Context: an optimization exercise on an open-source flow, tuned for small area, a short achievable clock period and few clock cycles. The choices shown serve that exercise and are no tape-out recipe.
Only simulation tests tie the RTL to the original design; equivalence was not proved.

File: flow/design.v
module gr_hue (
    input  wire [7:0] h,
    output reg  [7:0] a0,
    output reg  [7:0] b0,
    output reg  [1:0] grp
);
    always @(*) begin
        case (h)
            8'd0: begin a0 = 8'd255; b0 = 8'd0; end
            8'd1: begin a0 = 8'd253; b0 = 8'd2; end
            8'd2: begin a0 = 8'd250; b0 = 8'd5; end
            8'd3: begin a0 = 8'd248; b0 = 8'd7; end
            8'd4: begin a0 = 8'd245; b0 = 8'd10; end
            8'd5: begin a0 = 8'd242; b0 = 8'd13; end
            8'd6: begin a0 = 8'd240; b0 = 8'd15; end
            8'd7: begin a0 = 8'd237; b0 = 8'd18; end
            8'd8: begin a0 = 8'd234; b0 = 8'd21; end
            8'd9: begin a0 = 8'd232; b0 = 8'd23; end
            8'd10: begin a0 = 8'd229; b0 = 8'd26; end
            8'd11: begin a0 = 8'd226; b0 = 8'd29; end
            8'd12: begin a0 = 8'd224; b0 = 8'd31; end
            8'd13: begin a0 = 8'd221; b0 = 8'd34; end
            8'd14: begin a0 = 8'd218; b0 = 8'd37; end
            8'd15: begin a0 = 8'd216; b0 = 8'd39; end
            8'd16: begin a0 = 8'd213; b0 = 8'd42; end
            8'd17: begin a0 = 8'd210; b0 = 8'd45; end
            8'd18: begin a0 = 8'd208; b0 = 8'd47; end
            8'd19: begin a0 = 8'd205; b0 = 8'd50; end
            8'd20: begin a0 = 8'd202; b0 = 8'd53; end
            8'd21: begin a0 = 8'd200; b0 = 8'd55; end
            8'd22: begin a0 = 8'd197; b0 = 8'd58; end
            8'd23: begin a0 = 8'd194; b0 = 8'd61; end
            8'd24: begin a0 = 8'd192; b0 = 8'd63; end
            8'd25: begin a0 = 8'd189; b0 = 8'd66; end
            8'd26: begin a0 = 8'd186; b0 = 8'd69; end
            8'd27: begin a0 = 8'd184; b0 = 8'd71; end
            8'd28: begin a0 = 8'd181; b0 = 8'd74; end
            8'd29: begin a0 = 8'd178; b0 = 8'd77; end
            8'd30: begin a0 = 8'd176; b0 = 8'd79; end
            8'd31: begin a0 = 8'd173; b0 = 8'd82; end
            8'd32: begin a0 = 8'd171; b0 = 8'd85; end
            8'd33: begin a0 = 8'd171; b0 = 8'd87; end
            8'd34: begin a0 = 8'd171; b0 = 8'd90; end
            8'd35: begin a0 = 8'd171; b0 = 8'd92; end
            8'd36: begin a0 = 8'd171; b0 = 8'd95; end
            8'd37: begin a0 = 8'd171; b0 = 8'd98; end
            8'd38: begin a0 = 8'd171; b0 = 8'd100; end
            8'd39: begin a0 = 8'd171; b0 = 8'd103; end
            8'd40: begin a0 = 8'd171; b0 = 8'd106; end
            8'd41: begin a0 = 8'd171; b0 = 8'd108; end
            8'd42: begin a0 = 8'd171; b0 = 8'd111; end
            8'd43: begin a0 = 8'd171; b0 = 8'd114; end
            8'd44: begin a0 = 8'd171; b0 = 8'd116; end
            8'd45: begin a0 = 8'd171; b0 = 8'd119; end
            8'd46: begin a0 = 8'd171; b0 = 8'd122; end
            8'd47: begin a0 = 8'd171; b0 = 8'd124; end
            8'd48: begin a0 = 8'd171; b0 = 8'd127; end
            8'd49: begin a0 = 8'd171; b0 = 8'd130; end
            8'd50: begin a0 = 8'd171; b0 = 8'd132; end
            8'd51: begin a0 = 8'd171; b0 = 8'd135; end
            8'd52: begin a0 = 8'd171; b0 = 8'd138; end
            8'd53: begin a0 = 8'd171; b0 = 8'd140; end
            8'd54: begin a0 = 8'd171; b0 = 8'd143; end
            8'd55: begin a0 = 8'd171; b0 = 8'd146; end
            8'd56: begin a0 = 8'd171; b0 = 8'd148; end
            8'd57: begin a0 = 8'd171; b0 = 8'd151; end
            8'd58: begin a0 = 8'd171; b0 = 8'd154; end
            8'd59: begin a0 = 8'd171; b0 = 8'd156; end
            8'd60: begin a0 = 8'd171; b0 = 8'd159; end
            8'd61: begin a0 = 8'd171; b0 = 8'd162; end
            8'd62: begin a0 = 8'd171; b0 = 8'd164; end
            8'd63: begin a0 = 8'd171; b0 = 8'd167; end
            8'd64: begin a0 = 8'd171; b0 = 8'd170; end
            8'd65: begin a0 = 8'd166; b0 = 8'd172; end
            8'd66: begin a0 = 8'd161; b0 = 8'd175; end
            8'd67: begin a0 = 8'd156; b0 = 8'd177; end
            8'd68: begin a0 = 8'd150; b0 = 8'd180; end
            8'd69: begin a0 = 8'd145; b0 = 8'd183; end
            8'd70: begin a0 = 8'd140; b0 = 8'd185; end
            8'd71: begin a0 = 8'd134; b0 = 8'd188; end
            8'd72: begin a0 = 8'd129; b0 = 8'd191; end
            8'd73: begin a0 = 8'd124; b0 = 8'd193; end
            8'd74: begin a0 = 8'd118; b0 = 8'd196; end
            8'd75: begin a0 = 8'd113; b0 = 8'd199; end
            8'd76: begin a0 = 8'd108; b0 = 8'd201; end
            8'd77: begin a0 = 8'd102; b0 = 8'd204; end
            8'd78: begin a0 = 8'd97; b0 = 8'd207; end
            8'd79: begin a0 = 8'd92; b0 = 8'd209; end
            8'd80: begin a0 = 8'd86; b0 = 8'd212; end
            8'd81: begin a0 = 8'd81; b0 = 8'd215; end
            8'd82: begin a0 = 8'd76; b0 = 8'd217; end
            8'd83: begin a0 = 8'd71; b0 = 8'd220; end
            8'd84: begin a0 = 8'd65; b0 = 8'd223; end
            8'd85: begin a0 = 8'd60; b0 = 8'd225; end
            8'd86: begin a0 = 8'd55; b0 = 8'd228; end
            8'd87: begin a0 = 8'd49; b0 = 8'd231; end
            8'd88: begin a0 = 8'd44; b0 = 8'd233; end
            8'd89: begin a0 = 8'd39; b0 = 8'd236; end
            8'd90: begin a0 = 8'd33; b0 = 8'd239; end
            8'd91: begin a0 = 8'd28; b0 = 8'd241; end
            8'd92: begin a0 = 8'd23; b0 = 8'd244; end
            8'd93: begin a0 = 8'd17; b0 = 8'd247; end
            8'd94: begin a0 = 8'd12; b0 = 8'd249; end
            8'd95: begin a0 = 8'd7; b0 = 8'd252; end
            8'd96: begin a0 = 8'd255; b0 = 8'd0; end
            8'd97: begin a0 = 8'd253; b0 = 8'd2; end
            8'd98: begin a0 = 8'd250; b0 = 8'd5; end
            8'd99: begin a0 = 8'd248; b0 = 8'd7; end
            8'd100: begin a0 = 8'd245; b0 = 8'd10; end
            8'd101: begin a0 = 8'd242; b0 = 8'd13; end
            8'd102: begin a0 = 8'd240; b0 = 8'd15; end
            8'd103: begin a0 = 8'd237; b0 = 8'd18; end
            8'd104: begin a0 = 8'd234; b0 = 8'd21; end
            8'd105: begin a0 = 8'd232; b0 = 8'd23; end
            8'd106: begin a0 = 8'd229; b0 = 8'd26; end
            8'd107: begin a0 = 8'd226; b0 = 8'd29; end
            8'd108: begin a0 = 8'd224; b0 = 8'd31; end
            8'd109: begin a0 = 8'd221; b0 = 8'd34; end
            8'd110: begin a0 = 8'd218; b0 = 8'd37; end
            8'd111: begin a0 = 8'd216; b0 = 8'd39; end
            8'd112: begin a0 = 8'd213; b0 = 8'd42; end
            8'd113: begin a0 = 8'd210; b0 = 8'd45; end
            8'd114: begin a0 = 8'd208; b0 = 8'd47; end
            8'd115: begin a0 = 8'd205; b0 = 8'd50; end
            8'd116: begin a0 = 8'd202; b0 = 8'd53; end
            8'd117: begin a0 = 8'd200; b0 = 8'd55; end
            8'd118: begin a0 = 8'd197; b0 = 8'd58; end
            8'd119: begin a0 = 8'd194; b0 = 8'd61; end
            8'd120: begin a0 = 8'd192; b0 = 8'd63; end
            8'd121: begin a0 = 8'd189; b0 = 8'd66; end
            8'd122: begin a0 = 8'd186; b0 = 8'd69; end
            8'd123: begin a0 = 8'd184; b0 = 8'd71; end
            8'd124: begin a0 = 8'd181; b0 = 8'd74; end
            8'd125: begin a0 = 8'd178; b0 = 8'd77; end
            8'd126: begin a0 = 8'd176; b0 = 8'd79; end
            8'd127: begin a0 = 8'd173; b0 = 8'd82; end
            8'd128: begin a0 = 8'd171; b0 = 8'd85; end
            8'd129: begin a0 = 8'd166; b0 = 8'd90; end
            8'd130: begin a0 = 8'd161; b0 = 8'd95; end
            8'd131: begin a0 = 8'd156; b0 = 8'd100; end
            8'd132: begin a0 = 8'd150; b0 = 8'd106; end
            8'd133: begin a0 = 8'd145; b0 = 8'd111; end
            8'd134: begin a0 = 8'd140; b0 = 8'd116; end
            8'd135: begin a0 = 8'd134; b0 = 8'd122; end
            8'd136: begin a0 = 8'd129; b0 = 8'd127; end
            8'd137: begin a0 = 8'd124; b0 = 8'd132; end
            8'd138: begin a0 = 8'd118; b0 = 8'd138; end
            8'd139: begin a0 = 8'd113; b0 = 8'd143; end
            8'd140: begin a0 = 8'd108; b0 = 8'd148; end
            8'd141: begin a0 = 8'd102; b0 = 8'd154; end
            8'd142: begin a0 = 8'd97; b0 = 8'd159; end
            8'd143: begin a0 = 8'd92; b0 = 8'd164; end
            8'd144: begin a0 = 8'd86; b0 = 8'd170; end
            8'd145: begin a0 = 8'd81; b0 = 8'd175; end
            8'd146: begin a0 = 8'd76; b0 = 8'd180; end
            8'd147: begin a0 = 8'd71; b0 = 8'd185; end
            8'd148: begin a0 = 8'd65; b0 = 8'd191; end
            8'd149: begin a0 = 8'd60; b0 = 8'd196; end
            8'd150: begin a0 = 8'd55; b0 = 8'd201; end
            8'd151: begin a0 = 8'd49; b0 = 8'd207; end
            8'd152: begin a0 = 8'd44; b0 = 8'd212; end
            8'd153: begin a0 = 8'd39; b0 = 8'd217; end
            8'd154: begin a0 = 8'd33; b0 = 8'd223; end
            8'd155: begin a0 = 8'd28; b0 = 8'd228; end
            8'd156: begin a0 = 8'd23; b0 = 8'd233; end
            8'd157: begin a0 = 8'd17; b0 = 8'd239; end
            8'd158: begin a0 = 8'd12; b0 = 8'd244; end
            8'd159: begin a0 = 8'd7; b0 = 8'd249; end
            8'd160: begin a0 = 8'd0; b0 = 8'd255; end
            8'd161: begin a0 = 8'd2; b0 = 8'd253; end
            8'd162: begin a0 = 8'd5; b0 = 8'd250; end
            8'd163: begin a0 = 8'd7; b0 = 8'd248; end
            8'd164: begin a0 = 8'd10; b0 = 8'd245; end
            8'd165: begin a0 = 8'd13; b0 = 8'd242; end
            8'd166: begin a0 = 8'd15; b0 = 8'd240; end
            8'd167: begin a0 = 8'd18; b0 = 8'd237; end
            8'd168: begin a0 = 8'd21; b0 = 8'd234; end
            8'd169: begin a0 = 8'd23; b0 = 8'd232; end
            8'd170: begin a0 = 8'd26; b0 = 8'd229; end
            8'd171: begin a0 = 8'd29; b0 = 8'd226; end
            8'd172: begin a0 = 8'd31; b0 = 8'd224; end
            8'd173: begin a0 = 8'd34; b0 = 8'd221; end
            8'd174: begin a0 = 8'd37; b0 = 8'd218; end
            8'd175: begin a0 = 8'd39; b0 = 8'd216; end
            8'd176: begin a0 = 8'd42; b0 = 8'd213; end
            8'd177: begin a0 = 8'd45; b0 = 8'd210; end
            8'd178: begin a0 = 8'd47; b0 = 8'd208; end
            8'd179: begin a0 = 8'd50; b0 = 8'd205; end
            8'd180: begin a0 = 8'd53; b0 = 8'd202; end
            8'd181: begin a0 = 8'd55; b0 = 8'd200; end
            8'd182: begin a0 = 8'd58; b0 = 8'd197; end
            8'd183: begin a0 = 8'd61; b0 = 8'd194; end
            8'd184: begin a0 = 8'd63; b0 = 8'd192; end
            8'd185: begin a0 = 8'd66; b0 = 8'd189; end
            8'd186: begin a0 = 8'd69; b0 = 8'd186; end
            8'd187: begin a0 = 8'd71; b0 = 8'd184; end
            8'd188: begin a0 = 8'd74; b0 = 8'd181; end
            8'd189: begin a0 = 8'd77; b0 = 8'd178; end
            8'd190: begin a0 = 8'd79; b0 = 8'd176; end
            8'd191: begin a0 = 8'd82; b0 = 8'd173; end
            8'd192: begin a0 = 8'd85; b0 = 8'd171; end
            8'd193: begin a0 = 8'd87; b0 = 8'd169; end
            8'd194: begin a0 = 8'd90; b0 = 8'd166; end
            8'd195: begin a0 = 8'd92; b0 = 8'd164; end
            8'd196: begin a0 = 8'd95; b0 = 8'd161; end
            8'd197: begin a0 = 8'd98; b0 = 8'd158; end
            8'd198: begin a0 = 8'd100; b0 = 8'd156; end
            8'd199: begin a0 = 8'd103; b0 = 8'd153; end
            8'd200: begin a0 = 8'd106; b0 = 8'd150; end
            8'd201: begin a0 = 8'd108; b0 = 8'd148; end
            8'd202: begin a0 = 8'd111; b0 = 8'd145; end
            8'd203: begin a0 = 8'd114; b0 = 8'd142; end
            8'd204: begin a0 = 8'd116; b0 = 8'd140; end
            8'd205: begin a0 = 8'd119; b0 = 8'd137; end
            8'd206: begin a0 = 8'd122; b0 = 8'd134; end
            8'd207: begin a0 = 8'd124; b0 = 8'd132; end
            8'd208: begin a0 = 8'd127; b0 = 8'd129; end
            8'd209: begin a0 = 8'd130; b0 = 8'd126; end
            8'd210: begin a0 = 8'd132; b0 = 8'd124; end
            8'd211: begin a0 = 8'd135; b0 = 8'd121; end
            8'd212: begin a0 = 8'd138; b0 = 8'd118; end
            8'd213: begin a0 = 8'd140; b0 = 8'd116; end
            8'd214: begin a0 = 8'd143; b0 = 8'd113; end
            8'd215: begin a0 = 8'd146; b0 = 8'd110; end
            8'd216: begin a0 = 8'd148; b0 = 8'd108; end
            8'd217: begin a0 = 8'd151; b0 = 8'd105; end
            8'd218: begin a0 = 8'd154; b0 = 8'd102; end
            8'd219: begin a0 = 8'd156; b0 = 8'd100; end
            8'd220: begin a0 = 8'd159; b0 = 8'd97; end
            8'd221: begin a0 = 8'd162; b0 = 8'd94; end
            8'd222: begin a0 = 8'd164; b0 = 8'd92; end
            8'd223: begin a0 = 8'd167; b0 = 8'd89; end
            8'd224: begin a0 = 8'd170; b0 = 8'd85; end
            8'd225: begin a0 = 8'd172; b0 = 8'd83; end
            8'd226: begin a0 = 8'd175; b0 = 8'd80; end
            8'd227: begin a0 = 8'd177; b0 = 8'd78; end
            8'd228: begin a0 = 8'd180; b0 = 8'd75; end
            8'd229: begin a0 = 8'd183; b0 = 8'd72; end
            8'd230: begin a0 = 8'd185; b0 = 8'd70; end
            8'd231: begin a0 = 8'd188; b0 = 8'd67; end
            8'd232: begin a0 = 8'd191; b0 = 8'd64; end
            8'd233: begin a0 = 8'd193; b0 = 8'd62; end
            8'd234: begin a0 = 8'd196; b0 = 8'd59; end
            8'd235: begin a0 = 8'd199; b0 = 8'd56; end
            8'd236: begin a0 = 8'd201; b0 = 8'd54; end
            8'd237: begin a0 = 8'd204; b0 = 8'd51; end
            8'd238: begin a0 = 8'd207; b0 = 8'd48; end
            8'd239: begin a0 = 8'd209; b0 = 8'd46; end
            8'd240: begin a0 = 8'd212; b0 = 8'd43; end
            8'd241: begin a0 = 8'd215; b0 = 8'd40; end
            8'd242: begin a0 = 8'd217; b0 = 8'd38; end
            8'd243: begin a0 = 8'd220; b0 = 8'd35; end
            8'd244: begin a0 = 8'd223; b0 = 8'd32; end
            8'd245: begin a0 = 8'd225; b0 = 8'd30; end
            8'd246: begin a0 = 8'd228; b0 = 8'd27; end
            8'd247: begin a0 = 8'd231; b0 = 8'd24; end
            8'd248: begin a0 = 8'd233; b0 = 8'd22; end
            8'd249: begin a0 = 8'd236; b0 = 8'd19; end
            8'd250: begin a0 = 8'd239; b0 = 8'd16; end
            8'd251: begin a0 = 8'd241; b0 = 8'd14; end
            8'd252: begin a0 = 8'd244; b0 = 8'd11; end
            8'd253: begin a0 = 8'd247; b0 = 8'd8; end
            8'd254: begin a0 = 8'd249; b0 = 8'd6; end
            8'd255: begin a0 = 8'd252; b0 = 8'd3; end
            default: begin a0 = 8'd0; b0 = 8'd0; end
        endcase
        grp = (h[7:5] <= 3'd2) ? 2'd0 : (h[7:5] <= 3'd4) ? 2'd1 : 2'd2;
    end
endmodule
module gr_sat (
    input  wire [7:0] a0,
    input  wire [7:0] b0,
    input  wire [1:0] grp,
    input  wire [7:0] s,
    output reg  [7:0] r1,
    output reg  [7:0] g1,
    output reg  [7:0] b1
);
    wire s0   = (s == 8'd0);
    wire s255 = (s == 8'd255);
    wire [7:0] am, bm;
    gr_sat_mul u_a (.c(a0), .s(s), .y(am));
    gr_sat_mul u_b (.c(b0), .s(s), .y(bm));
    wire       ka = s255 && a0 == 8'd0;
    wire       kb = s255 && b0 == 8'd0;
    wire [7:0] ns = 8'd0 - s;
    wire [7:0] a1 = {am[7:1] | {7{s0}}, (am[0] & !ka) | s0};
    wire [7:0] c1 = {bm[7:1] | {7{s0}}, (bm[0] & !kb) | s0};
    wire [7:0] z1 = {ns[7:1] | {7{s0}}, (ns[0] & !s255) | s0};
    always @(*) begin
        case (grp)
            2'd0:    begin r1 = a1; g1 = c1; b1 = z1; end
            2'd1:    begin r1 = z1; g1 = a1; b1 = c1; end
            default: begin r1 = a1; g1 = z1; b1 = c1; end
        endcase
    end
endmodule
module gr_val (
    input  wire [7:0] c,
    input  wire [7:0] v,
    output wire [7:0] y
);
    wire [7:0] m;
    gr_val_mul u_m (.c(c), .v(v), .y(m));
    wire kill = (v == 8'd0) || (v == 8'd255 && c == 8'd0);
    assign y = {m[7:1], m[0] & !kill};
endmodule
module gr_sat_mul (input wire [7:0] c, input wire [7:0] s, output wire [7:0] y);
    wire t_1 = (c[0] & s[6]) ^ (c[1] & s[5]);
    wire t_2 = (c[0] & s[6]) & (c[1] & s[5]);
    wire t_3 = (c[0] & s[7]) ^ (c[1] & s[6]) ^ (c[2] & s[5]);
    wire t_4 = ((c[0] & s[7]) & (c[1] & s[6])) | ((c[0] & s[7]) & (c[2] & s[5])) | ((c[1] & s[6]) & (c[2] & s[5]));
    wire t_5 = (c[3] & s[4]) ^ (c[4] & s[3]);
    wire t_6 = (c[3] & s[4]) & (c[4] & s[3]);
    wire t_7 = (c[1] & s[7]) ^ (c[2] & s[6]) ^ (c[3] & s[5]);
    wire t_8 = ((c[1] & s[7]) & (c[2] & s[6])) | ((c[1] & s[7]) & (c[3] & s[5])) | ((c[2] & s[6]) & (c[3] & s[5]));
    wire t_9 = (c[4] & s[4]) ^ (c[5] & s[3]) ^ (c[6] & s[2]);
    wire t_10 = ((c[4] & s[4]) & (c[5] & s[3])) | ((c[4] & s[4]) & (c[6] & s[2])) | ((c[5] & s[3]) & (c[6] & s[2]));
    wire t_11 = (c[7] & s[1]) ^ (~s[0]);
    wire t_12 = (c[7] & s[1]) & (~s[0]);
    wire t_13 = (c[2] & s[7]) ^ (c[3] & s[6]) ^ (c[4] & s[5]);
    wire t_14 = ((c[2] & s[7]) & (c[3] & s[6])) | ((c[2] & s[7]) & (c[4] & s[5])) | ((c[3] & s[6]) & (c[4] & s[5]));
    wire t_15 = (c[5] & s[4]) ^ (c[6] & s[3]) ^ (c[7] & s[2]);
    wire t_16 = ((c[5] & s[4]) & (c[6] & s[3])) | ((c[5] & s[4]) & (c[7] & s[2])) | ((c[6] & s[3]) & (c[7] & s[2]));
    wire t_17 = (c[3] & s[7]) ^ (c[4] & s[6]) ^ (c[5] & s[5]);
    wire t_18 = ((c[3] & s[7]) & (c[4] & s[6])) | ((c[3] & s[7]) & (c[5] & s[5])) | ((c[4] & s[6]) & (c[5] & s[5]));
    wire t_19 = (c[0] & s[4]) ^ (c[1] & s[3]);
    wire t_20 = (c[0] & s[4]) & (c[1] & s[3]);
    wire t_21 = (c[0] & s[5]) ^ (c[1] & s[4]) ^ (c[2] & s[3]);
    wire t_22 = ((c[0] & s[5]) & (c[1] & s[4])) | ((c[0] & s[5]) & (c[2] & s[3])) | ((c[1] & s[4]) & (c[2] & s[3]));
    wire t_23 = (c[3] & s[2]) ^ (c[4] & s[1]);
    wire t_24 = (c[3] & s[2]) & (c[4] & s[1]);
    wire t_25 = t_1 ^ (c[2] & s[4]) ^ (c[3] & s[3]);
    wire t_26 = (t_1 & (c[2] & s[4])) | (t_1 & (c[3] & s[3])) | ((c[2] & s[4]) & (c[3] & s[3]));
    wire t_27 = (c[4] & s[2]) ^ (c[5] & s[1]) ^ (c[6] & s[0]);
    wire t_28 = ((c[4] & s[2]) & (c[5] & s[1])) | ((c[4] & s[2]) & (c[6] & s[0])) | ((c[5] & s[1]) & (c[6] & s[0]));
    wire t_29 = t_3 ^ t_5 ^ (c[5] & s[2]);
    wire t_30 = (t_3 & t_5) | (t_3 & (c[5] & s[2])) | (t_5 & (c[5] & s[2]));
    wire t_31 = (c[6] & s[1]) ^ (c[7] & s[0]) ^ t_2;
    wire t_32 = ((c[6] & s[1]) & (c[7] & s[0])) | ((c[6] & s[1]) & t_2) | ((c[7] & s[0]) & t_2);
    wire t_33 = t_7 ^ t_9 ^ t_11;
    wire t_34 = (t_7 & t_9) | (t_7 & t_11) | (t_9 & t_11);
    wire t_35 = 1'b1 ^ t_4 ^ t_6;
    wire t_36 = (1'b1 & t_4) | (1'b1 & t_6) | (t_4 & t_6);
    wire t_37 = t_13 ^ t_15 ^ (~s[1]);
    wire t_38 = (t_13 & t_15) | (t_13 & (~s[1])) | (t_15 & (~s[1]));
    wire t_39 = t_8 ^ t_10 ^ t_12;
    wire t_40 = (t_8 & t_10) | (t_8 & t_12) | (t_10 & t_12);
    wire t_41 = t_17 ^ (c[6] & s[4]) ^ (c[7] & s[3]);
    wire t_42 = (t_17 & (c[6] & s[4])) | (t_17 & (c[7] & s[3])) | ((c[6] & s[4]) & (c[7] & s[3]));
    wire t_43 = (~s[2]) ^ t_14 ^ t_16;
    wire t_44 = ((~s[2]) & t_14) | ((~s[2]) & t_16) | (t_14 & t_16);
    wire t_45 = (c[4] & s[7]) ^ (c[5] & s[6]) ^ (c[6] & s[5]);
    wire t_46 = ((c[4] & s[7]) & (c[5] & s[6])) | ((c[4] & s[7]) & (c[6] & s[5])) | ((c[5] & s[6]) & (c[6] & s[5]));
    wire t_47 = (c[7] & s[4]) ^ (~s[3]) ^ t_18;
    wire t_48 = ((c[7] & s[4]) & (~s[3])) | ((c[7] & s[4]) & t_18) | ((~s[3]) & t_18);
    wire t_49 = (c[5] & s[7]) ^ (c[6] & s[6]) ^ (c[7] & s[5]);
    wire t_50 = ((c[5] & s[7]) & (c[6] & s[6])) | ((c[5] & s[7]) & (c[7] & s[5])) | ((c[6] & s[6]) & (c[7] & s[5]));
    wire t_51 = (c[0] & s[3]) ^ (c[1] & s[2]);
    wire t_52 = (c[0] & s[3]) & (c[1] & s[2]);
    wire t_53 = t_19 ^ (c[2] & s[2]) ^ (c[3] & s[1]);
    wire t_54 = (t_19 & (c[2] & s[2])) | (t_19 & (c[3] & s[1])) | ((c[2] & s[2]) & (c[3] & s[1]));
    wire t_55 = t_21 ^ t_23 ^ (c[5] & s[0]);
    wire t_56 = (t_21 & t_23) | (t_21 & (c[5] & s[0])) | (t_23 & (c[5] & s[0]));
    wire t_57 = t_25 ^ t_27 ^ t_22;
    wire t_58 = (t_25 & t_27) | (t_25 & t_22) | (t_27 & t_22);
    wire t_59 = t_29 ^ t_31 ^ t_26;
    wire t_60 = (t_29 & t_31) | (t_29 & t_26) | (t_31 & t_26);
    wire t_61 = t_33 ^ t_35 ^ t_30;
    wire t_62 = (t_33 & t_35) | (t_33 & t_30) | (t_35 & t_30);
    wire t_63 = t_37 ^ t_39 ^ t_34;
    wire t_64 = (t_37 & t_39) | (t_37 & t_34) | (t_39 & t_34);
    wire t_65 = t_41 ^ t_43 ^ t_38;
    wire t_66 = (t_41 & t_43) | (t_41 & t_38) | (t_43 & t_38);
    wire t_67 = t_45 ^ t_47 ^ t_42;
    wire t_68 = (t_45 & t_47) | (t_45 & t_42) | (t_47 & t_42);
    wire t_69 = t_49 ^ (~s[4]) ^ t_46;
    wire t_70 = (t_49 & (~s[4])) | (t_49 & t_46) | ((~s[4]) & t_46);
    wire t_71 = (c[6] & s[7]) ^ (c[7] & s[6]) ^ (~s[5]);
    wire t_72 = ((c[6] & s[7]) & (c[7] & s[6])) | ((c[6] & s[7]) & (~s[5])) | ((c[7] & s[6]) & (~s[5]));
    wire t_73 = (c[0] & s[2]) ^ (c[1] & s[1]);
    wire t_74 = (c[0] & s[2]) & (c[1] & s[1]);
    wire t_75 = t_51 ^ (c[2] & s[1]) ^ (c[3] & s[0]);
    wire t_76 = (t_51 & (c[2] & s[1])) | (t_51 & (c[3] & s[0])) | ((c[2] & s[1]) & (c[3] & s[0]));
    wire t_77 = t_53 ^ (c[4] & s[0]) ^ t_52;
    wire t_78 = (t_53 & (c[4] & s[0])) | (t_53 & t_52) | ((c[4] & s[0]) & t_52);
    wire t_79 = t_55 ^ t_20 ^ t_54;
    wire t_80 = (t_55 & t_20) | (t_55 & t_54) | (t_20 & t_54);
    wire t_81 = t_57 ^ t_24 ^ t_56;
    wire t_82 = (t_57 & t_24) | (t_57 & t_56) | (t_24 & t_56);
    wire t_83 = t_59 ^ t_28 ^ t_58;
    wire t_84 = (t_59 & t_28) | (t_59 & t_58) | (t_28 & t_58);
    wire t_85 = t_61 ^ t_32 ^ t_60;
    wire t_86 = (t_61 & t_32) | (t_61 & t_60) | (t_32 & t_60);
    wire t_87 = t_63 ^ t_36 ^ t_62;
    wire t_88 = (t_63 & t_36) | (t_63 & t_62) | (t_36 & t_62);
    wire t_89 = t_65 ^ t_40 ^ t_64;
    wire t_90 = (t_65 & t_40) | (t_65 & t_64) | (t_40 & t_64);
    wire t_91 = t_67 ^ t_44 ^ t_66;
    wire t_92 = (t_67 & t_44) | (t_67 & t_66) | (t_44 & t_66);
    wire t_93 = t_69 ^ t_48 ^ t_68;
    wire t_94 = (t_69 & t_48) | (t_69 & t_68) | (t_48 & t_68);
    wire t_95 = t_71 ^ t_50 ^ t_70;
    wire t_96 = (t_71 & t_50) | (t_71 & t_70) | (t_50 & t_70);
    wire t_97 = (c[7] & s[7]) ^ (~s[6]) ^ t_72;
    wire t_98 = ((c[7] & s[7]) & (~s[6])) | ((c[7] & s[7]) & t_72) | ((~s[6]) & t_72);
    wire [15:0] t_99 = {(~s[7]), t_97, t_95, t_93, t_91, t_89, t_87, t_85, t_83, t_81, t_79, t_77, t_75, t_73, (c[0] & s[1]), (c[0] & s[0])};
    wire [15:0] t_100 = {t_98, t_96, t_94, t_92, t_90, t_88, t_86, t_84, t_82, t_80, t_78, t_76, t_74, (c[2] & s[0]), (c[1] & s[0]), 1'b0};
    wire [15:0] t_101 = t_99 + t_100;
    assign y = {t_101[15], t_101[14], t_101[13], t_101[12], t_101[11], t_101[10], t_101[9], t_101[8]};
endmodule
module gr_val_mul (input wire [7:0] c, input wire [7:0] v, output wire [7:0] y);
    wire t_1 = (c[0] & v[6]) ^ (c[1] & v[5]);
    wire t_2 = (c[0] & v[6]) & (c[1] & v[5]);
    wire t_3 = (c[0] & v[7]) ^ (c[1] & v[6]) ^ (c[2] & v[5]);
    wire t_4 = ((c[0] & v[7]) & (c[1] & v[6])) | ((c[0] & v[7]) & (c[2] & v[5])) | ((c[1] & v[6]) & (c[2] & v[5]));
    wire t_5 = (c[3] & v[4]) ^ (c[4] & v[3]);
    wire t_6 = (c[3] & v[4]) & (c[4] & v[3]);
    wire t_7 = (c[1] & v[7]) ^ (c[2] & v[6]) ^ (c[3] & v[5]);
    wire t_8 = ((c[1] & v[7]) & (c[2] & v[6])) | ((c[1] & v[7]) & (c[3] & v[5])) | ((c[2] & v[6]) & (c[3] & v[5]));
    wire t_9 = (c[4] & v[4]) ^ (c[5] & v[3]) ^ (c[6] & v[2]);
    wire t_10 = ((c[4] & v[4]) & (c[5] & v[3])) | ((c[4] & v[4]) & (c[6] & v[2])) | ((c[5] & v[3]) & (c[6] & v[2]));
    wire t_11 = (c[2] & v[7]) ^ (c[3] & v[6]) ^ (c[4] & v[5]);
    wire t_12 = ((c[2] & v[7]) & (c[3] & v[6])) | ((c[2] & v[7]) & (c[4] & v[5])) | ((c[3] & v[6]) & (c[4] & v[5]));
    wire t_13 = (c[0] & v[4]) ^ (c[1] & v[3]);
    wire t_14 = (c[0] & v[4]) & (c[1] & v[3]);
    wire t_15 = (c[0] & v[5]) ^ (c[1] & v[4]) ^ (c[2] & v[3]);
    wire t_16 = ((c[0] & v[5]) & (c[1] & v[4])) | ((c[0] & v[5]) & (c[2] & v[3])) | ((c[1] & v[4]) & (c[2] & v[3]));
    wire t_17 = (c[3] & v[2]) ^ (c[4] & v[1]);
    wire t_18 = (c[3] & v[2]) & (c[4] & v[1]);
    wire t_19 = t_1 ^ (c[2] & v[4]) ^ (c[3] & v[3]);
    wire t_20 = (t_1 & (c[2] & v[4])) | (t_1 & (c[3] & v[3])) | ((c[2] & v[4]) & (c[3] & v[3]));
    wire t_21 = (c[4] & v[2]) ^ (c[5] & v[1]) ^ (c[6] & v[0]);
    wire t_22 = ((c[4] & v[2]) & (c[5] & v[1])) | ((c[4] & v[2]) & (c[6] & v[0])) | ((c[5] & v[1]) & (c[6] & v[0]));
    wire t_23 = t_3 ^ t_5 ^ (c[5] & v[2]);
    wire t_24 = (t_3 & t_5) | (t_3 & (c[5] & v[2])) | (t_5 & (c[5] & v[2]));
    wire t_25 = (c[6] & v[1]) ^ (c[7] & v[0]) ^ t_2;
    wire t_26 = ((c[6] & v[1]) & (c[7] & v[0])) | ((c[6] & v[1]) & t_2) | ((c[7] & v[0]) & t_2);
    wire t_27 = t_7 ^ t_9 ^ (c[7] & v[1]);
    wire t_28 = (t_7 & t_9) | (t_7 & (c[7] & v[1])) | (t_9 & (c[7] & v[1]));
    wire t_29 = 1'b1 ^ t_4 ^ t_6;
    wire t_30 = (1'b1 & t_4) | (1'b1 & t_6) | (t_4 & t_6);
    wire t_31 = t_11 ^ (c[5] & v[4]) ^ (c[6] & v[3]);
    wire t_32 = (t_11 & (c[5] & v[4])) | (t_11 & (c[6] & v[3])) | ((c[5] & v[4]) & (c[6] & v[3]));
    wire t_33 = (c[7] & v[2]) ^ t_8 ^ t_10;
    wire t_34 = ((c[7] & v[2]) & t_8) | ((c[7] & v[2]) & t_10) | (t_8 & t_10);
    wire t_35 = (c[3] & v[7]) ^ (c[4] & v[6]) ^ (c[5] & v[5]);
    wire t_36 = ((c[3] & v[7]) & (c[4] & v[6])) | ((c[3] & v[7]) & (c[5] & v[5])) | ((c[4] & v[6]) & (c[5] & v[5]));
    wire t_37 = (c[6] & v[4]) ^ (c[7] & v[3]) ^ t_12;
    wire t_38 = ((c[6] & v[4]) & (c[7] & v[3])) | ((c[6] & v[4]) & t_12) | ((c[7] & v[3]) & t_12);
    wire t_39 = (c[4] & v[7]) ^ (c[5] & v[6]) ^ (c[6] & v[5]);
    wire t_40 = ((c[4] & v[7]) & (c[5] & v[6])) | ((c[4] & v[7]) & (c[6] & v[5])) | ((c[5] & v[6]) & (c[6] & v[5]));
    wire t_41 = (c[0] & v[3]) ^ (c[1] & v[2]);
    wire t_42 = (c[0] & v[3]) & (c[1] & v[2]);
    wire t_43 = t_13 ^ (c[2] & v[2]) ^ (c[3] & v[1]);
    wire t_44 = (t_13 & (c[2] & v[2])) | (t_13 & (c[3] & v[1])) | ((c[2] & v[2]) & (c[3] & v[1]));
    wire t_45 = t_15 ^ t_17 ^ (c[5] & v[0]);
    wire t_46 = (t_15 & t_17) | (t_15 & (c[5] & v[0])) | (t_17 & (c[5] & v[0]));
    wire t_47 = t_19 ^ t_21 ^ t_16;
    wire t_48 = (t_19 & t_21) | (t_19 & t_16) | (t_21 & t_16);
    wire t_49 = t_23 ^ t_25 ^ t_20;
    wire t_50 = (t_23 & t_25) | (t_23 & t_20) | (t_25 & t_20);
    wire t_51 = t_27 ^ t_29 ^ t_24;
    wire t_52 = (t_27 & t_29) | (t_27 & t_24) | (t_29 & t_24);
    wire t_53 = t_31 ^ t_33 ^ t_28;
    wire t_54 = (t_31 & t_33) | (t_31 & t_28) | (t_33 & t_28);
    wire t_55 = t_35 ^ t_37 ^ t_32;
    wire t_56 = (t_35 & t_37) | (t_35 & t_32) | (t_37 & t_32);
    wire t_57 = t_39 ^ (c[7] & v[4]) ^ t_36;
    wire t_58 = (t_39 & (c[7] & v[4])) | (t_39 & t_36) | ((c[7] & v[4]) & t_36);
    wire t_59 = (c[5] & v[7]) ^ (c[6] & v[6]) ^ (c[7] & v[5]);
    wire t_60 = ((c[5] & v[7]) & (c[6] & v[6])) | ((c[5] & v[7]) & (c[7] & v[5])) | ((c[6] & v[6]) & (c[7] & v[5]));
    wire t_61 = (c[0] & v[2]) ^ (c[1] & v[1]);
    wire t_62 = (c[0] & v[2]) & (c[1] & v[1]);
    wire t_63 = t_41 ^ (c[2] & v[1]) ^ (c[3] & v[0]);
    wire t_64 = (t_41 & (c[2] & v[1])) | (t_41 & (c[3] & v[0])) | ((c[2] & v[1]) & (c[3] & v[0]));
    wire t_65 = t_43 ^ (c[4] & v[0]) ^ t_42;
    wire t_66 = (t_43 & (c[4] & v[0])) | (t_43 & t_42) | ((c[4] & v[0]) & t_42);
    wire t_67 = t_45 ^ t_14 ^ t_44;
    wire t_68 = (t_45 & t_14) | (t_45 & t_44) | (t_14 & t_44);
    wire t_69 = t_47 ^ t_18 ^ t_46;
    wire t_70 = (t_47 & t_18) | (t_47 & t_46) | (t_18 & t_46);
    wire t_71 = t_49 ^ t_22 ^ t_48;
    wire t_72 = (t_49 & t_22) | (t_49 & t_48) | (t_22 & t_48);
    wire t_73 = t_51 ^ t_26 ^ t_50;
    wire t_74 = (t_51 & t_26) | (t_51 & t_50) | (t_26 & t_50);
    wire t_75 = t_53 ^ t_30 ^ t_52;
    wire t_76 = (t_53 & t_30) | (t_53 & t_52) | (t_30 & t_52);
    wire t_77 = t_55 ^ t_34 ^ t_54;
    wire t_78 = (t_55 & t_34) | (t_55 & t_54) | (t_34 & t_54);
    wire t_79 = t_57 ^ t_38 ^ t_56;
    wire t_80 = (t_57 & t_38) | (t_57 & t_56) | (t_38 & t_56);
    wire t_81 = t_59 ^ t_40 ^ t_58;
    wire t_82 = (t_59 & t_40) | (t_59 & t_58) | (t_40 & t_58);
    wire t_83 = (c[6] & v[7]) ^ (c[7] & v[6]) ^ t_60;
    wire t_84 = ((c[6] & v[7]) & (c[7] & v[6])) | ((c[6] & v[7]) & t_60) | ((c[7] & v[6]) & t_60);
    wire [15:0] t_85 = {1'b0, (c[7] & v[7]), t_83, t_81, t_79, t_77, t_75, t_73, t_71, t_69, t_67, t_65, t_63, t_61, (c[0] & v[1]), (c[0] & v[0])};
    wire [15:0] t_86 = {1'b0, t_84, t_82, t_80, t_78, t_76, t_74, t_72, t_70, t_68, t_66, t_64, t_62, (c[2] & v[0]), (c[1] & v[0]), 1'b0};
    wire [15:0] t_87 = t_85 + t_86;
    assign y = {t_87[15], t_87[14], t_87[13], t_87[12], t_87[11], t_87[10], t_87[9], t_87[8]};
endmodule
module hsv2rgb_stream (
    input  wire        clk,
    input  wire        rst,         
    input  wire        in_valid,
    output wire        in_ready,
    input  wire [23:0] in_hsv,      
    output reg         out_valid,
    input  wire        out_ready,
    output wire [31:0] out_rgba     
);
    reg sk_valid;
    wire en = !sk_valid;
    assign in_ready = en;
    wire [7:0] a0, b0;
    wire [1:0] grp;
    gr_hue u_hue (.h(in_hsv[23:16]), .a0(a0), .b0(b0), .grp(grp));
    reg        v1;
    reg [7:0]  a0_q, b0_q, s_q, v1_q;
    reg [1:0]  grp_q;
    always @(posedge clk) begin
        if (rst)
            v1 <= 1'b0;
        else if (en)
            v1 <= in_valid;
        if (en) begin
            a0_q <= a0; b0_q <= b0; grp_q <= grp;
            s_q  <= in_hsv[15:8]; v1_q <= in_hsv[7:0];
        end
    end
    wire [7:0] r1, g1, b1;
    gr_sat u_sat (.a0(a0_q), .b0(b0_q), .grp(grp_q), .s(s_q), .r1(r1), .g1(g1), .b1(b1));
    reg        v2;
    reg [7:0]  r1_q, g1_q, b1_q, v2_q;
    always @(posedge clk) begin
        if (rst)
            v2 <= 1'b0;
        else if (en)
            v2 <= v1;
        if (en) begin
            r1_q <= r1; g1_q <= g1; b1_q <= b1; v2_q <= v1_q;
        end
    end
    wire [23:0] rgb;
    gr_val u_val_r (.c(r1_q), .v(v2_q), .y(rgb[23:16]));
    gr_val u_val_g (.c(g1_q), .v(v2_q), .y(rgb[15:8]));
    gr_val u_val_b (.c(b1_q), .v(v2_q), .y(rgb[7:0]));
    wire push     = v2 && en;                   
    wire out_free = !out_valid || out_ready;    
    reg  [23:0] sk_rgb, out_rgb;
    always @(posedge clk) begin
        if (rst) begin
            out_valid <= 1'b0;
            sk_valid  <= 1'b0;
        end else begin
            if (out_free)
                out_valid <= sk_valid || push;
            sk_valid <= sk_valid ? !out_free : (push && !out_free);
        end
        if (out_free)
            out_rgb <= sk_valid ? sk_rgb : rgb;
        if (!sk_valid)
            sk_rgb <= rgb;
    end
    assign out_rgba = {out_rgb, 8'hFF};
endmodule
File: flow/flow/run.sh
#!/bin/bash
# The standard layout, with: port buffers made of buf_2 cells; clock tree from
# clkbuf_4/clkbuf_8 with larger sink clusters and no dummy loads; repair_timing
# aiming for 11.6 ns of setup slack (at the design's clock period and constraints).
set -euo pipefail
bash standard.sh \
  "BUFFER_PORTS_ARGS=-buffer_cell sky130_fd_sc_hd__buf_2" \
  "CTS_ARGS=-sink_clustering_enable -repair_clock_nets -buf_list {sky130_fd_sc_hd__clkbuf_4 sky130_fd_sc_hd__clkbuf_8} -sink_clustering_size 50 -sink_clustering_max_diameter 150 -dont_use_dummy_load" \
  SETUP_SLACK_MARGIN=11.6 finish > standard_flow.log 2>&1
File: flow/standard.sh
#!/bin/bash
# synth_recipe.tcl (not shown) runs the flow's synth.tcl, then flattens the netlist and writes it again
# the make line also repeats each setting of config.mk as NAME=value (left out here)
make -C /OpenROAD-flow-scripts/flow DESIGN_CONFIG=/design/flow/config.mk WORK_HOME=/design/flow/orfs CLKGATE_MAP_FILE= SYNTH_SCRIPT=/design/flow/synth_recipe.tcl "${@:-finish}"
File: flow/config.mk
export PLATFORM = sky130hd
export DESIGN_NAME = hsv2rgb_stream
export DESIGN_NICKNAME = hsv2rgb_stream
export VERILOG_FILES = /design/flow/design.v
export SDC_FILE = /design/flow/constraint.sdc
export NUM_CORES = 4
export LEC_CHECK = 0
export CAP_MARGIN = 5
export CORE_MARGIN = 2
export CORE_UTILIZATION = 65
export CTS_BUF_LIST = sky130_fd_sc_hd__clkbuf_4 sky130_fd_sc_hd__clkbuf_8
export PLACE_DENSITY = 0.75
export SLEW_MARGIN = 5
File: flow/constraint.sdc
create_clock -name core_clock -period 17.0 [get_ports {clk}]
set_input_delay 3.4000 -clock core_clock [delete_from_list [all_inputs] [get_ports {clk}]]
set_output_delay 3.4000 -clock core_clock [all_outputs]
set_load 0.01 [all_outputs]
==> impl.org <==
** Logic synthesis
- Part of the Yosys area used for sequential elements :: 21.14%
- The top cell type by area accounts for 24.26% of the synthesized area.
- The netlist uses 89 different library cells.
- Yosys reg bits :: 118
- Most used flip-flop cell after synthesis :: sky130_fd_sc_hd__edfxtp_1
- Proportion of synthesized flip-flops having asynchronous set or reset :: 0%
- Top cells by area in the synthesized netlist :: sky130_fd_sc_hd__fa_1 (24%), sky130_fd_sc_hd__edfxtp_1 (18%), sky130_fd_sc_hd__ha_1 (9.1%)
- In this run, synthesis inferred 90 flip-flops with an integrated enable.
- Cell accounting for the most synthesized area :: sky130_fd_sc_hd__fa_1
- Synth Cell Area :: 15,430 µm²
- Synthesized area per cell :: 9.083 µm²
- In the synthesized netlist, the number of instances is 1,699.
- For this run, the number of Yosys warnings is 3.

** STA
- For this run, the top clock speed supported by timing is 187.3 MHz.
- Setup total negative slack on the finished layout was measured at 0 ns.
- Period utilisation layout :: 31.41%
- Worst path setup slack after routing :: 11.66 ns
- At the pin with the least slew margin, the transition time is 0.8401 ns.
- Setup violations remaining at the end of the flow were counted as 0.
- The final number of max-transition violations is 0.
- Between clock sinks in the finished design, the worst skew comes to 0.03412 ns.
- Endpoints failing hold :: 0
- Worst max-slew margin expressed relative to the limit :: 43.99%
- RSZ-0062 raised after global routing :: true
- After layout, the minimum clock period comes to 5.339 ns.

** Worst setup path
- Of all nets on the critical path, the largest fanout is 38.
- The largest single stage delay on the critical path is 0.57 ns.
- The endpoint identified for the worst register-to-register timing path is g1_q[4].
- The worst register-to-register path has a depth of 15.
- Critical path, cell by cell :: buf_2 > clkinvlp_4 > nand2_1 > o21ai_1 > a21oi_1 > o21a_1 > o22a_1 > o22ai_1
- For this design, the slowest cell found on the critical path is sky130_fd_sc_hd__clkinvlp_4.
- The worst setup path is launched from an input pin.
- At the worst endpoint, the required time is 17.17 ns.
- Worst R2R Start :: b0_q[1]
- Data arrives at the worst endpoint at 5.51 ns.
- The worst setup path is of the in -> reg kind.
- STA classifies the critical path endpoint as a register.

** Route
- DRC Markers :: 0
- Dividing the detail-routed via count by the number of cells gives 5.856.
- For this block, the routed nets add up to 34.85 mm of wire.
- After the first detailed-routing iteration, the DRC count stood at 934.
- First-pass iteration count of the detailed router :: 6
- The detail route stage leaves a number of antenna-violating nets equal to 0.
- Vias post-DR :: 11,870
- Dividing the detail-routed wire length by the instance count gives 17.20 µm.

** Floorplan
- Number of ports placed on the die boundary :: 62
- Starting density of the core :: 65.94%
- The die covers 24,990 µm².
- Die Span X :: 158.1 µm
- Measured along the y axis, the die boundary spans 158.1 µm.
- Area of the placeable core :: 23,400 µm²
- The floorplan has 56 rows.

** Placed design
- Final weighted congestion in routability-driven placement :: 0.9033
- Detailed placement ended at an HPWL of 24.97 mm.
- Worst slack at placement :: 10.92 ns
- Count of input and output buffers :: 53

** Final layout
- For this run, the post-layout net count is 2,036.
- Relative area change from synthesis to final layout :: 4.840%
- Reg area :: 3264 µm²
- The library cell used most frequently in the layout, excluding fill and tap cells, is sky130_fd_sc_hd__inv_1.
- The number of antenna diodes in the final layout is 0.
- Highest-count cells in the layout ignoring fill and taps :: sky130_fd_sc_hd__inv_1 (234), sky130_fd_sc_hd__nand2_1 (209), sky130_fd_sc_hd__and2_1 (194)
- Filler Cell Count :: 1,908
- Cells with a size suffix above 1 make up 8.670% of the layout.
- Multi-input gate area in the final layout :: 10,840 µm²

** Min path
- Number of stages on the worst hold path :: 0
- For hold timing, the worst endpoint is v2_q[6].
- The min-delay analysis places its worst path in the category reg -> reg.
- Worst hold start :: v1_q[6]

** Run
- Reported max-cap violation count :: 0

** GRT
- Entering global routing, the biggest net connects 66 pins.
- Global routing used 29.12% of the available tracks.
- Number of global-route vias before repair :: 11,680
- The initial antenna violation count is 0.
- GRT Residual Overflow :: 0
- First-pass GRT wire length :: 57.39 mm

** Clock network
- Clock transition at the registers of the reported paths :: 0.08 ns
- In this run, CTS created clock tree buffers numbering 17.
- TritonCTS built the clock tree.
- The tree is rooted in a sky130_fd_sc_hd__clkbuf_8.
- CTS saw 118 sinks.
- Clock latency on the worst-skew pair :: 0.45 ns
- H-tree Lvls :: 4
- Maximum buffer depth of the clock tree :: 2

** Outcome
- Run status :: finished clean
==> synthesized netlist by cell type, types with 5 or more instances <==
master                     number
sky130_fd_sc_hd__mux2_2         5
sky130_fd_sc_hd__xor2_1        14
sky130_fd_sc_hd__a31oi_1       13
sky130_fd_sc_hd__nand3_1       19
sky130_fd_sc_hd__nor4_1        14
sky130_fd_sc_hd__nand2_1      209
sky130_fd_sc_hd__xnor2_1       16
sky130_fd_sc_hd__nor2_1        59
sky130_fd_sc_hd__a21o_1         8
sky130_fd_sc_hd__buf_2         10
sky130_fd_sc_hd__o21ai_1        5
sky130_fd_sc_hd__clkbuf_1      67
sky130_fd_sc_hd__a211oi_1      11
sky130_fd_sc_hd__o31ai_1       12
sky130_fd_sc_hd__ha_1         112
sky130_fd_sc_hd__o22ai_1        5
sky130_fd_sc_hd__nor2b_1       13
sky130_fd_sc_hd__nand2b_1      15
sky130_fd_sc_hd__dfxtp_1       28
sky130_fd_sc_hd__fa_1         187
sky130_fd_sc_hd__buf_1          5
sky130_fd_sc_hd__and3_1         9
sky130_fd_sc_hd__a22oi_1        9
sky130_fd_sc_hd__a21oi_2        6
sky130_fd_sc_hd__and2_1       194
sky130_fd_sc_hd__a21oi_1       65
sky130_fd_sc_hd__inv_1        237
sky130_fd_sc_hd__mux2i_1       20
sky130_fd_sc_hd__buf_4         13
sky130_fd_sc_hd__mux4_2         7
sky130_fd_sc_hd__nor3b_1        7
sky130_fd_sc_hd__buf_6          5
sky130_fd_sc_hd__edfxtp_1      90
sky130_fd_sc_hd__o21ai_0       62
sky130_fd_sc_hd__or3_1          6
sky130_fd_sc_hd__o21bai_1       7
sky130_fd_sc_hd__o211ai_1      16
sky130_fd_sc_hd__nand4_1        7
sky130_fd_sc_hd__o21a_1        13
sky130_fd_sc_hd__nor3_1        20
==> critical path: cells and delay by family <==
kind | cells | cell delay, ns
compound gates | 5 | 0.71
buf+inv | 2 | 1.12
simple gates | 1 | 0.25
==> cell type report <==
class	instances	share of cell area, %
clock buffer	17	1.446
inverter	238	5.568
multi-input combinational	1249	67.00
sequential	118	20.18
tap	319	2.467
timing repair buffer	84	3.310
timing repair inverter	1	0.03093
==> cell families (layout without fill, tap and decap cells) <==
kind of cell / after synthesis / in the layout / share of synthesized area [%]
other: 1 / 8 / 0.02430
AOI/OAI and AO/OA: 281 / 281 / 12.06
muxes: 34 / 34 / 2.870
buffers and inverters: 339 / 340 / 8.959
adders and majority gates: 299 / 299 / 33.34
xor gates and xnor gates: 31 / 31 / 1.808
DFF: 118 / 118 / 21.14
and+or+nand+nor: 596 / 596 / 19.79
==> metrics by stage <==
stage	cell area, µm²	util [%]	instances	hold WS [ns]
2_1_floorplan	15460	-	1706	0.4003
3_3_place_gp	15700	67.10	1986	0.4026
3_5_place_dp	15700	67.10	1986	0.4063
4_1_cts	15990	68.33	2007	0.3930
5_1_grt	16180	69.13	2026	0.3950
6_report	16180	69.13	2026	0.3978
==> flip-flops by register name, summed over array words and instances, names as in the netlist <==
name	cells
out_valid	1
a0_q	8
grp_q	2
b1_q	8
v2_q	8
b0_q	8
sk_valid	1
v2	1
g1_q	8
s_q	8
r1_q	8
sk_rgb	24
v1_q	8
v1	1
out_rgb	24
==> layer usage <==
| layer | wire length [µm] | share of wire [%] | track usage (%) | vias up |
|---|---|---|---|---|
| met5 | 0 | 0 | 0 | - |
| met4 | 846 | 2.4 | 9.996 | 0 |
| met3 | 2001 | 5.7 | 4.161 | 60 |
| met2 | 17430 | 50 | 50.27 | 377 |
| met1 | 14570 | 42 | 37.73 | 5829 |
| li1 | - | - | - | 5599 |
==> how the worst max path moves through the flow <==
| stage | from | to | slack (ns) | cells after the start |
|---|---|---|---|---|
| floorplan | in_hsv[17] | a0_q[5] | 11.64 | 10 |
| CTS | in_hsv[18] | a0_q[3] | 11.61 | 7 |
| global route | b0_q[1] | g1_q[4] | 11.59 | 15 |
| finish | in_hsv[21] | a0_q[6] | 11.66 | 8 |
| detailed placement | in_hsv[19] | a0_q[3] | 10.92 | 7 |
| global placement | in_hsv[19] | b0_q[3] | 10.95 | 7 |
==> timing repair <==
item / 4_1_cts / 5_1_grt
pin swaps: 1 / 1
setup endpoints to repair: 12 / 29
buffers inserted: 4 / 18
resized for setup: 4 / 8
gates cloned: 0 / 1
hold endpoints to repair: 0 / 0
hold buffers: 0 / 0
Testbench counts, summed over its fixed seeds: cycles 32,024.

-- afterwards: timing with drivers on the ports --
The results above use ideal ports. As a check the final layout listed here was re-extracted and re-timed, cells and wires unchanged. Step 1 assumes that a clkbuf_16 drives the clock port and a buf_2 every other input. Step 2 adds t to the input delays and takes it off the output delays; t is the mean of the earliest and latest rising clock arrival at the registers after step 1. Input paths then give back, and output paths get back, about the clock's delay inside the block. Three values: ideal ports, drivers, drivers and shift; two values: the first two.
t, ns: 0.481
setup slack, ns: 11.661 / 11.681 / 11.200
worst setup path at the end: input to register
worst data-port slew with drivers (ns): 0.04
After both steps setup and hold are still met in this run. The setup slack of this run moves by +0.020 ns with the drivers and by -0.461 ns with both steps.
